From an optimization exercise on the open Yosys and OpenROAD flow, aimed at small area, a short achievable clock period and few clock cycles per item; shortcuts taken in it are not production practice.
Only simulation tests tie the RTL to the original design; equivalence was not proved.
The clock port is modelled as an ideal driver; clocking choices that lean on that would not hold on a real chip.
Power is estimated from default activity; no workload was simulated.

run 1:
==> flow/design.v (excerpt) <==
module ptc_analyzer (
    input  wire        clk,
    input  wire        rst,
    input  wire        in_valid,
    output reg         in_ready,
    input  wire [7:0]  in_data,
    output reg         ent_valid,
    output wire [3:0]  ent_index,
    output wire [23:0] ent_start,
    output wire [15:0] ent_size,
    output wire [7:0]  ent_type_flags,
    output reg  [2:0]  ent_kind,
    output wire        ent_active,
    output wire        ent_locked,
    output reg  [15:0] ent_size_kb,
    output reg         ent_contig_err,
    output wire [20:0] ent_expected,
    output wire [69:0] ent_name,
    output reg         res_valid,
    output reg  [1:0]  res_status,
    output wire [15:0] res_magic,
    output wire [15:0] res_cks_stored,
    output wire [15:0] res_cks_computed,
    output wire [7:0]  res_drive_type,
    output wire [23:0] res_total,
    output wire [15:0] res_cylinders,
    output wire [7:0]  res_heads,
    output wire [7:0]  res_sectors,
    output wire [7:0]  res_interleave,
  ...
Settings: LEC_CHECK=0, CAP_MARGIN=20, CORE_MARGIN=2, CORE_UTILIZATION=40, CTS_CLUSTER_DIAMETER=120, CTS_CLUSTER_SIZE=20, PLACE_DENSITY=0.6, SLEW_MARGIN=20; clock period 14.0 ns.
standard.sh (not shown) runs the stock make flow with config.mk's settings and CLKGATE_MAP_FILE= SYNTH_SCRIPT=/design/flow/synth_recipe.tcl, a recipe that flattens the netlist after the stock synthesis.
==> flow/flow/run.sh <==
#!/bin/bash
# Standard ORFS layout with buf_1 port buffers, and the setup repair
# asked to leave extra slack at the design's clock period.
set -euo pipefail
export BUFFER_PORTS_ARGS="-buffer_cell sky130_fd_sc_hd__buf_1"
export SETUP_SLACK_MARGIN=9.9
bash standard.sh > standard.log 2>&1
Run 1 finished all stages; the layout is clean.
Testbench counts of run 1, summed over its fixed seeds: cycles 197,392, tables 384.
#### Input delta (run 2 over run 1)
- CTS_CLUSTER_DIAMETER no longer set, was 120
- CTS_CLUSTER_SIZE no longer set, was 20
[summary]
- On minimum period implied by the final worst setup slack, run 1 and run 2 are neck and neck.
- In the tables for run 1 and run 2, post-layout net count reads higher with run 2.
- Higher iteration count of the initial detailed-routing pass goes to run 1 over run 2.
- Compared with run 1, run 2 shows routed wire length that has gone up slightly.
- When run 2 is measured against run 1, its power density of the placed cells turns out 18% higher.
- Going from run 1 to run 2, non-clock buffer count shrinks by 2.0%.
- Run 2 vs run 1 — number of global-route vias before repair climbed by a few percent
- Fraction of standard cell area in multi-input logic (run 2 over run 1): decrease, 0.97 points
--- input diff run 2..run 3 ---
- swapping 40 for 55 in CORE_UTILIZATION
- swapping 0.6 for 0.7 in PLACE_DENSITY
- putting CTS_CLUSTER_SIZE at 25 where nothing was set
- putting CTS_CLUSTER_DIAMETER at 150 where nothing was set
### Flow results
- Run 3 ended up with x[5] as its first element of the critical path; run 2 ended up with total[6].
- From run 2 to run 3 the numbers moved as follows: final-layout non-clock buffer area share went down, count of cells along the worst hold path went up, clock buffer count from CTS went down, power density over the cells went down, number of DRC markers in iteration 0 went up.
- Taking run 2 as the reference, in run 3 total I/O pin count now sits at about the same level, clock network fraction of design power now sits lower.
- Comparing floorplan die width for run 3 and run 2, the bigger number came from run 2.
[inputs] run 4 vs run 3
- a change of CORE_UTILIZATION from 55 to 40
- a change of PLACE_DENSITY from 0.7 to 0.6
- a change of CTS_CLUSTER_DIAMETER from 150 to 120
[summary]
In run 4 relative to run 3, total power of the final layout had gone up slightly. Synthesis-to-finish area growth (lower): run 3. Detailed-placement wirelength estimate | run 4 above run 3. On proportion of total power due to net switching, the higher figure sits with run 4, not run 3. As far as final routed DRC violation total goes, run 3 and run 4 are indistinguishable; the numbers are identical. The run showing the greater global-route usage is run 3.
For run 5, these inputs were changed with respect to run 4:
- CTS_CLUSTER_SIZE no longer set, was 25
- CTS_CLUSTER_DIAMETER no longer set, was 120
==> flow/flow/run.sh <==
#!/bin/bash
# Standard ORFS layout; the only change is the cell used for the port
# buffers (buf_1 instead of the delay buffer buffer_ports picks).
set -euo pipefail
export BUFFER_PORTS_ARGS="-buffer_cell sky130_fd_sc_hd__buf_1"
bash standard.sh > standard.log 2>&1
Findings:
- ~same number of pins exceeding their max-slew limit in the final report in run 4 and run 5
- Against run 4, clock power in run 5 rose by more than half.
- Diff run 4 -> run 5: total routing usage reported by global routing went up by 0.28 points; clock-pin slew on the worst setup and hold paths decreased 50 ps; sequential element share of the synthesized area shows no meaningful change; power drawn by the combinational cells did not really move.
- Run 5 can be clocked slower than run 4.
- As of run 5, count of non-CTS buffers in the layout had fallen by a few percent compared to run 4.
- Run 4 consumes less power than run 5.
- Between run 4 and run 5, the layout buffering overhead excluding clock cells is higher for run 4.
- Comparing run 4 against run 5, there is no change at all in summed instance area of the synthesized netlist.

---

The RTL this note starts from:
==> flow/design.v <==
module ptc_analyzer (
    input  wire        clk,
    input  wire        rst,
    input  wire        in_valid,
    output reg         in_ready,
    input  wire [7:0]  in_data,
    output reg         ent_valid,
    output wire [3:0]  ent_index,
    output wire [23:0] ent_start,
    output wire [15:0] ent_size,
    output wire [7:0]  ent_type_flags,
    output reg  [2:0]  ent_kind,
    output wire        ent_active,
    output wire        ent_locked,
    output reg  [15:0] ent_size_kb,
    output reg         ent_contig_err,
    output wire [20:0] ent_expected,
    output wire [69:0] ent_name,
    output reg         res_valid,
    output reg  [1:0]  res_status,
    output wire [15:0] res_magic,
    output wire [15:0] res_cks_stored,
    output wire [15:0] res_cks_computed,
    output wire [7:0]  res_drive_type,
    output wire [23:0] res_total,
    output wire [15:0] res_cylinders,
    output wire [7:0]  res_heads,
    output wire [7:0]  res_sectors,
    output wire [7:0]  res_interleave,
    output wire [7:0]  res_boot,
    output wire [31:0] res_active_slots,
    output wire [20:0] res_partitioned,
    output wire [15:0] res_contig_mask,
    output reg         res_w_checksum,
    output reg         res_w_total,
    output reg         res_w_geometry,
    output wire [23:0] res_derived_cyl,
    output reg  [16:0] res_logical_mb_x10,
    output wire [24:0] res_native_mb_x10,
    output wire [4:0]  res_viol_count
);
    reg  [8:0] c;
    wire       take = in_valid & in_ready;
    reg        tk;
    reg  [7:0] din;
    reg  [3:0] idx;
    reg  [15:0] magic, cks_st, cyl;
    reg  [7:0]  drive, heads, sect, inter, boot;
    reg  [23:0] total;
    reg  [31:0] active;
    reg  [7:0]  a0, a1;
    reg  [23:0] e_start;
    reg  [15:0] e_size;
    reg  [7:0]  e_tf;
    reg  [69:0] e_name;
    reg  [20:0] x;                  
    reg  [15:0] mask;
    reg  [4:0]  viol;
    reg         st1, st2, st3;
    reg         emit;                   
    wire magic_ok = (magic == 16'hAEAE);
    function [6:0] sanitize;
        input [7:0] b;
        begin
            if (b[6:5] == 2'b00 || b[6:0] == 7'h7F) sanitize = 7'h3F;
            else                                   sanitize = b[6:0];
        end
    endfunction
    wire [6:0] din_s = sanitize(din);
    wire [3:0]  lc;                     
    wire [11:0] lv = {1'b0, din, 3'd0} + {3'd0, din, 1'b0}
                   + {8'd0, c[2] ? lc : 4'd0} + {9'd0, c[2] & ~c[0], 2'd0};
    integer k;
    always @(posedge clk) begin
        din <= in_data;
        idx <= c[8:5];
        if (tk) begin
            case (c)
                9'd0:   magic[7:0]    <= din;
                9'd1:   magic[15:8]   <= din;
                9'd4:   cks_st[7:0]   <= din;
                9'd5:   cks_st[15:8]  <= din;
                9'd8:   drive         <= din;
                9'd9: begin
                    total[7:0]    <= din;
                end
                9'd12: begin
                    total[15:8]   <= din;
                    res_logical_mb_x10[4:0]  <= lv[7:3];
                end
                9'd13: begin
                    total[23:16]  <= din;
                    res_logical_mb_x10[16:5] <= lv;
                end
                9'd17:  cyl[7:0]      <= din;
                9'd20:  cyl[15:8]     <= din;
                9'd21:  heads         <= din;
                9'd24:  sect          <= din;
                9'd25:  inter         <= din;
                9'd28:  boot          <= din;
                9'd33:  active[7:0]   <= din;
                9'd36:  active[15:8]  <= din;
                9'd37:  active[23:16] <= din;
                9'd40:  active[31:24] <= din;
                default: ;
            endcase
            case (c[4:0])
                5'd2:  e_start[7:0]   <= din;
                5'd3:  e_start[15:8]  <= din;
                5'd6:  e_start[23:16] <= din;
                5'd7:  e_size[7:0]    <= din;
                5'd10: e_size[15:8]   <= din;
                5'd11: e_tf           <= din;
                5'd14: e_name[6:0]    <= din_s;
                5'd15: e_name[13:7]   <= din_s;
                5'd18: e_name[20:14]  <= din_s;
                5'd19: e_name[27:21]  <= din_s;
                5'd22: e_name[34:28]  <= din_s;
                5'd23: e_name[41:35]  <= din_s;
                5'd26: e_name[48:42]  <= din_s;
                5'd27: e_name[55:49]  <= din_s;
                5'd30: e_name[62:56]  <= din_s;
                5'd31: e_name[69:63]  <= din_s;
                default: ;
            endcase
            if (c == 9'd0 || c == 9'd1) begin
                if (c[0]) a1 <= din;
                else      a0 <= din;
            end else if (c != 9'd4 && c != 9'd5) begin
                if (c[0]) a1 <= a1 ^ din;
                else      a0 <= a0 ^ din;
            end
        end
    end
    wire last = take && c == 9'd510;    
    wire w_cks_c = (cks_st != {a1, a0});
    wire w_tot_c = ({3'd0, x} != total);
    always @(posedge clk) begin
        if (rst) begin
            c         <= 9'd511;
            in_ready  <= 1'b1;
            ent_valid <= 1'b0;
            emit      <= 1'b0;
            res_valid <= 1'b0;
            st1       <= 1'b0;
            st2       <= 1'b0;
            st3       <= 1'b0;
            tk        <= 1'b0;
        end else begin
            if (take) c <= c + 9'd1;
            tk        <= take;
            emit      <= tk && c[4:0] == 5'd31;
            ent_valid <= tk && c[4:0] == 5'd31 && magic_ok;
            st1       <= last;
            st2       <= st1;
            st3       <= st2;
            res_valid <= st3;
            in_ready  <= !last && !st1;
        end
    end
    always @(posedge clk) begin
        if (rst || res_valid)
            x <= 21'd1;
        else if (emit || st3)
            x <= x + {{5{st3}}, e_size | {16{st3}}};      
        if (emit)
            mask <= {ent_contig_err, mask[15:1]};
        if (rst || res_valid)
            viol <= 5'd0;
        else if (emit)
            viol <= viol + {4'd0, ent_contig_err};
        else if (st3)
            viol <= viol + {4'd0, w_cks_c} + {4'd0, w_tot_c} + {4'd0, res_w_geometry};
    end
    always @(posedge clk) begin
        ent_contig_err <= (e_start != {3'd0, x});
        ent_kind       <= (e_tf[3:0] <= 4'd4) ? e_tf[2:0] : 3'd5;
        ent_size_kb    <= {1'b0, e_size[15:1]} + {15'd0, e_size[0] & e_size[1]};
        res_w_checksum <= w_cks_c;
        res_w_total    <= w_tot_c;
        if (!magic_ok)                      res_status <= 2'd1;
        else if (heads == 8'd0 || sect == 8'd0) res_status <= 2'd2;
        else                                res_status <= 2'd0;
    end
    reg  [23:0] q;
    reg  [7:0]  rem;
    reg  [24:0] nmb;
    assign lc = rem[3:0];
    wire        mclr  = c[8:5] == 4'd1;
    wire        mstep = c[8:6] == 3'd1;
    wire [5:0]  t     = c[5:0];
    wire        x1    = (t[5:3] == 3'd0) && heads[t[2:0]];
    wire [8:0]  t1    = {1'b0, rem} + (x1 ? {1'b0, sect} : 9'd0);
    wire        h1 = q[16], h2 = q[17], h3 = q[18], c1 = q[19];
    wire        z     = h1 ^ h3 ^ c1;
    wire        zc    = (h1 & h3) | (h1 & c1) | (h3 & c1);
    wire [16:0] t2    = {1'b0, q[15:0]} + (z ? {1'b0, cyl} : 17'd0);
    wire        dpass = (c[8:5] == 4'd4 || c[8:5] == 4'd5) && c[4:3] != 2'b11;
    wire        dbit  = q[23];
    wire [7:0]  dvs   = c[5] ? sect : heads;
    wire [8:0]  dt    = {rem, dbit};
    wire [9:0]  dd    = {1'b0, dt} - {2'b0, dvs};
    wire        dge   = !dd[9];
    always @(posedge clk) begin
        if (tk) begin
            if (dpass) begin
                rem <= dge ? dd[7:0] : dt[7:0];
                q   <= {q[22:0], dge};
            end else if (c == 9'd127) begin
                rem <= 8'd0;
                q   <= total;
            end else if (mstep) begin
                rem      <= t1[8:1];
                q[19:0]  <= {zc, h2, h1, t1[0], t2[16:1]};
                if (t >= 6'd11 && t <= 6'd35)
                    nmb <= {t2[0], nmb[24:1]};
            end else if (c == 9'd9 || c == 9'd12) begin
                rem[3:0] <= lv[11:8];
            end else if (c[8:4] != 5'd0) begin
                rem <= 8'd0;
                if (mclr) q[19:0] <= 20'd1024;
            end
        end
        res_w_geometry <= (q > {8'd0, cyl});
    end
    assign ent_index        = idx;
    assign ent_start        = e_start;
    assign ent_size         = e_size;
    assign ent_type_flags   = e_tf;
    assign ent_active       = e_tf[6];
    assign ent_locked       = e_tf[7];
    assign ent_expected     = x;
    assign ent_name         = e_name;
    assign res_magic        = magic;
    assign res_cks_stored   = cks_st;
    assign res_cks_computed = {a1, a0};
    assign res_drive_type   = drive;
    assign res_total        = total;
    assign res_cylinders    = cyl;
    assign res_heads        = heads;
    assign res_sectors      = sect;
    assign res_interleave   = inter;
    assign res_boot         = boot;
    assign res_active_slots = active;
    assign res_partitioned  = x;
    assign res_contig_mask  = mask;
    assign res_derived_cyl  = q;
    assign res_native_mb_x10 = nmb;
    assign res_viol_count   = viol;
endmodule
==> flow/config.mk <==
export PLATFORM = sky130hd
export DESIGN_NAME = ptc_analyzer
export DESIGN_NICKNAME = ptc_analyzer
export VERILOG_FILES = /design/flow/design.v
export SDC_FILE = /design/flow/constraint.sdc
export NUM_CORES = 4
export LEC_CHECK = 0
export CAP_MARGIN = 0
export CORE_MARGIN = 2
export CORE_UTILIZATION = 55
export CTS_CLUSTER_DIAMETER = 130
export CTS_CLUSTER_SIZE = 22
export PLACE_DENSITY = 0.7
export SLEW_MARGIN = 0
==> flow/constraint.sdc <==
create_clock -name core_clock -period 14.0 [get_ports {clk}]
set_input_delay 2.8000 -clock core_clock [delete_from_list [all_inputs] [get_ports {clk}]]
set_output_delay 2.8000 -clock core_clock [all_outputs]
set_load 0.01 [all_outputs]
==> flow/flow/run.sh <==
#!/bin/bash
# Standard ORFS layout with buf_1 port buffers, and the setup repair
# asked to leave extra slack at the design's clock period.
set -euo pipefail
export BUFFER_PORTS_ARGS="-buffer_cell sky130_fd_sc_hd__buf_1"
export SETUP_SLACK_MARGIN=9.9
bash standard.sh > standard.log 2>&1
The starting point produced a clean layout.
Testbench counts at the start, summed over its fixed seeds: cycles 197,392, tables 384.
Rerun with:
==> flow/flow/run.sh (replaced) <==
#!/bin/bash
set -euo pipefail
export BUFFER_PORTS_ARGS="-buffer_cell sky130_fd_sc_hd__buf_1"
export SETUP_SLACK_MARGIN=9.9
bash standard.sh cts > standard_cts.log 2>&1
CTS_ODB=$PWD/orfs/results/sky130hd/ptc_analyzer/base/4_cts.odb \
  openroad -no_init -exit flow/clock_root.tcl > clock_root.log 2>&1
# after CTS the repair aims a little higher
export SETUP_SLACK_MARGIN=10.50
bash standard.sh > standard.log 2>&1
==> flow/flow/clock_root.tcl (new file) <==
read_db $::env(CTS_ODB)
set block [ord::get_db_block]
set clk_net [$block findNet clk]
set roots {}
foreach it [$clk_net getITerms] { lappend roots [$it getInst] }
if {[llength $roots] != 1} { error "expected one cell on the clock port, found [llength $roots]" }
set root [lindex $roots 0]
if {![string match "sky130_fd_sc_hd__clkbuf_*" [[$root getMaster] getName]]} { error "root is not a clock buffer" }
set root_out ""
foreach it [$root getITerms] {
  if {[[$it getMTerm] getIoType] eq "OUTPUT"} { set root_out [$it getNet] }
}
set loads {}
foreach it [$root_out getITerms] {
  if {[[$it getMTerm] getIoType] eq "INPUT"} { lappend loads $it }
}
if {[llength $loads] > 4} { puts "root drives [llength $loads] pins, left as is"; exit }
foreach it $loads {
  set inst [$it getInst]
  if {![string match "sky130_fd_sc_hd__clkbuf_*" [[$inst getMaster] getName]]} { puts "root drives a non-buffer, left as is"; exit }
}
foreach it $loads {
  $it disconnect
  $it connect $clk_net
}
puts "removed [$root getName]; the clock port drives [llength $loads] buffers"
odb::dbInst_destroy $root
odb::dbNet_destroy $root_out
write_db $::env(CTS_ODB)
CAP_MARGIN = 20   (was 0)
CTS_CLUSTER_DIAMETER = 150   (was 130)
CTS_CLUSTER_SIZE = 25   (was 22)
SLEW_MARGIN = 20   (was 0)
=>
- wire length went up by 8.3%
- global-route usage hardly moves
- die area is unchanged
- power went down by about 1.3%
- cell count went up by about 10%
- sequential power is about the same
- hold slack gets better by 0.0035 ns
- clock skew went down by 0.0096 ns
- design area went up by 13%
- core utilization went up by 8.6 points
Rerun with:
==> flow/flow/run.sh (replaced) <==
#!/bin/bash
# Standard ORFS layout with buf_1 port buffers, and the setup repair
# asked to leave extra slack at the design's clock period.
set -euo pipefail
export BUFFER_PORTS_ARGS="-buffer_cell sky130_fd_sc_hd__buf_1"
export SETUP_SLACK_MARGIN=9.95
bash standard.sh > standard.log 2>&1
removed: flow/flow/clock_root.tcl
After rerunning: The new run produced a clean layout. First-iteration DRC count is lower by 0.79%. Worst hold slack stays flat. Wire length is lower by 5.9%. Power is lower by 0.59%. Cell count is lower by 7.5%. Via count is lower by 6.6%. Register-to-register slack got worse by 0.23 ns.
Rerun with:
--- a/flow/flow/run.sh
+++ b/flow/flow/run.sh
@@ -5,3 +5,3 @@
 export BUFFER_PORTS_ARGS="-buffer_cell sky130_fd_sc_hd__buf_1"
-export SETUP_SLACK_MARGIN=9.95
+export SETUP_SLACK_MARGIN=9.9
 bash standard.sh > standard.log 2>&1
CORE_UTILIZATION = 65   (was 55)
PLACE_DENSITY = 0.8   (was 0.7)
Power is about the same.
Non-clock buffer count came out lower by 51.
Critical path depth stays the same.
Clock power hardly moves.
Sequential power stays flat.
Setup slack gets better by 0.0079 ns.
Synthesized cell count does not change.
Die area goes down by about 15%.
Maximum frequency hardly moves.
Synthesized area stays the same.
Rerun with:
==> flow/flow/run.sh (replaced) <==
#!/bin/bash
set -euo pipefail
export BUFFER_PORTS_ARGS="-buffer_cell sky130_fd_sc_hd__buf_1"
export SETUP_SLACK_MARGIN=10.30
bash standard.sh cts > standard_cts.log 2>&1
CTS_ODB=$PWD/orfs/results/sky130hd/ptc_analyzer/base/4_cts.odb \
  openroad -no_init -exit flow/clock_root.tcl > clock_root.log 2>&1
bash standard.sh > standard.log 2>&1
==> flow/flow/clock_root.tcl (new file) <==
read_db $::env(CTS_ODB)
set block [ord::get_db_block]
set clk_net [$block findNet clk]
set roots {}
foreach it [$clk_net getITerms] { lappend roots [$it getInst] }
if {[llength $roots] != 1} { error "expected one cell on the clock port, found [llength $roots]" }
set root [lindex $roots 0]
if {![string match "sky130_fd_sc_hd__clkbuf_*" [[$root getMaster] getName]]} { error "root is not a clock buffer" }
set root_out ""
foreach it [$root getITerms] {
  if {[[$it getMTerm] getIoType] eq "OUTPUT"} { set root_out [$it getNet] }
}
set loads {}
foreach it [$root_out getITerms] {
  if {[[$it getMTerm] getIoType] eq "INPUT"} { lappend loads $it }
}
if {[llength $loads] > 4} { puts "root drives [llength $loads] pins, left as is"; exit }
foreach it $loads {
  set inst [$it getInst]
  if {![string match "sky130_fd_sc_hd__clkbuf_*" [[$inst getMaster] getName]]} { puts "root drives a non-buffer, left as is"; exit }
}
foreach it $loads {
  $it disconnect
  $it connect $clk_net
}
puts "removed [$root getName]; the clock port drives [llength $loads] buffers"
odb::dbInst_destroy $root
odb::dbNet_destroy $root_out
write_db $::env(CTS_ODB)
CORE_UTILIZATION = 55   (was 65)
PLACE_DENSITY = 0.7   (was 0.8)
Final area went up by 15%; sequential share of layout area went down by 7.2 points; hold slack degrades by 0.012 ns; sequential cell count is unchanged; count of clock-buffer cells in the layout went down by 1; wire length went up by 16%; setup slack improves by 0.17 ns; synthesized cell count does not change; utilization went down by 1.5 points; total power went up by 1.1%.

-- what the ideal ports hide --
The flow's constraints put no driver on any port. The routed layouts listed below were extracted and timed again, unchanged, in two steps.
Step 1 assumes that a clkbuf_16 drives the clock port and a buf_2 every other input.
Step 2 times the ports against the registers' clock, not the clock port: input delays grow and output delays shrink by t, the midpoint of the rising clock arrivals with the driver on.
Three values: ideal ports, drivers, drivers and shift; two values: the first two.
run | t (ns) | slack for setup (ns) | worst setup path at the end | latest minus earliest clock arrival (ns) | cell pins on the clock port's net
run 1 | 0.641 | 9.926 / 9.868 / 9.411 | input to register | 0.030 / 0.030 | 1
run 2 | 0.650 | 9.925 / 9.866 / 9.415 | input to register | 0.019 / 0.018 | 1
run 3 | 0.591 | 9.923 / 9.869 / 9.460 | input to register | 0.029 / 0.030 | 1
run 4 | 0.627 | 9.924 / 9.866 / 9.428 | input to register | 0.031 / 0.030 | 1
run 5 | 0.647 | 9.770 / 9.712 / 9.430 | input to register | 0.017 / 0.017 | 1
the first run of note 2 | 0.609 | 9.910 / 9.854 / 9.425 | input to register | 0.026 / 0.027 | 1
the second run of note 2 | 0.479 | 10.053 / 9.985 / 9.751 | input to register | 0.015 / 0.015 | 2
the third run of note 2 | 0.601 | 9.905 / 9.849 / 9.470 | input to register | 0.017 / 0.017 | 1
the fourth run of note 2 | 0.605 | 9.913 / 9.860 / 9.451 | input to register | 0.017 / 0.017 | 1
the fifth run of note 2 | 0.492 | 10.083 / 10.016 / 9.826 | input to register | 0.022 / 0.022 | 2
After both steps every run listed still meets setup and hold. For run 1, which loses most, drivers alone change the setup slack by -0.058 ns; drivers and shift together by -0.515 ns.
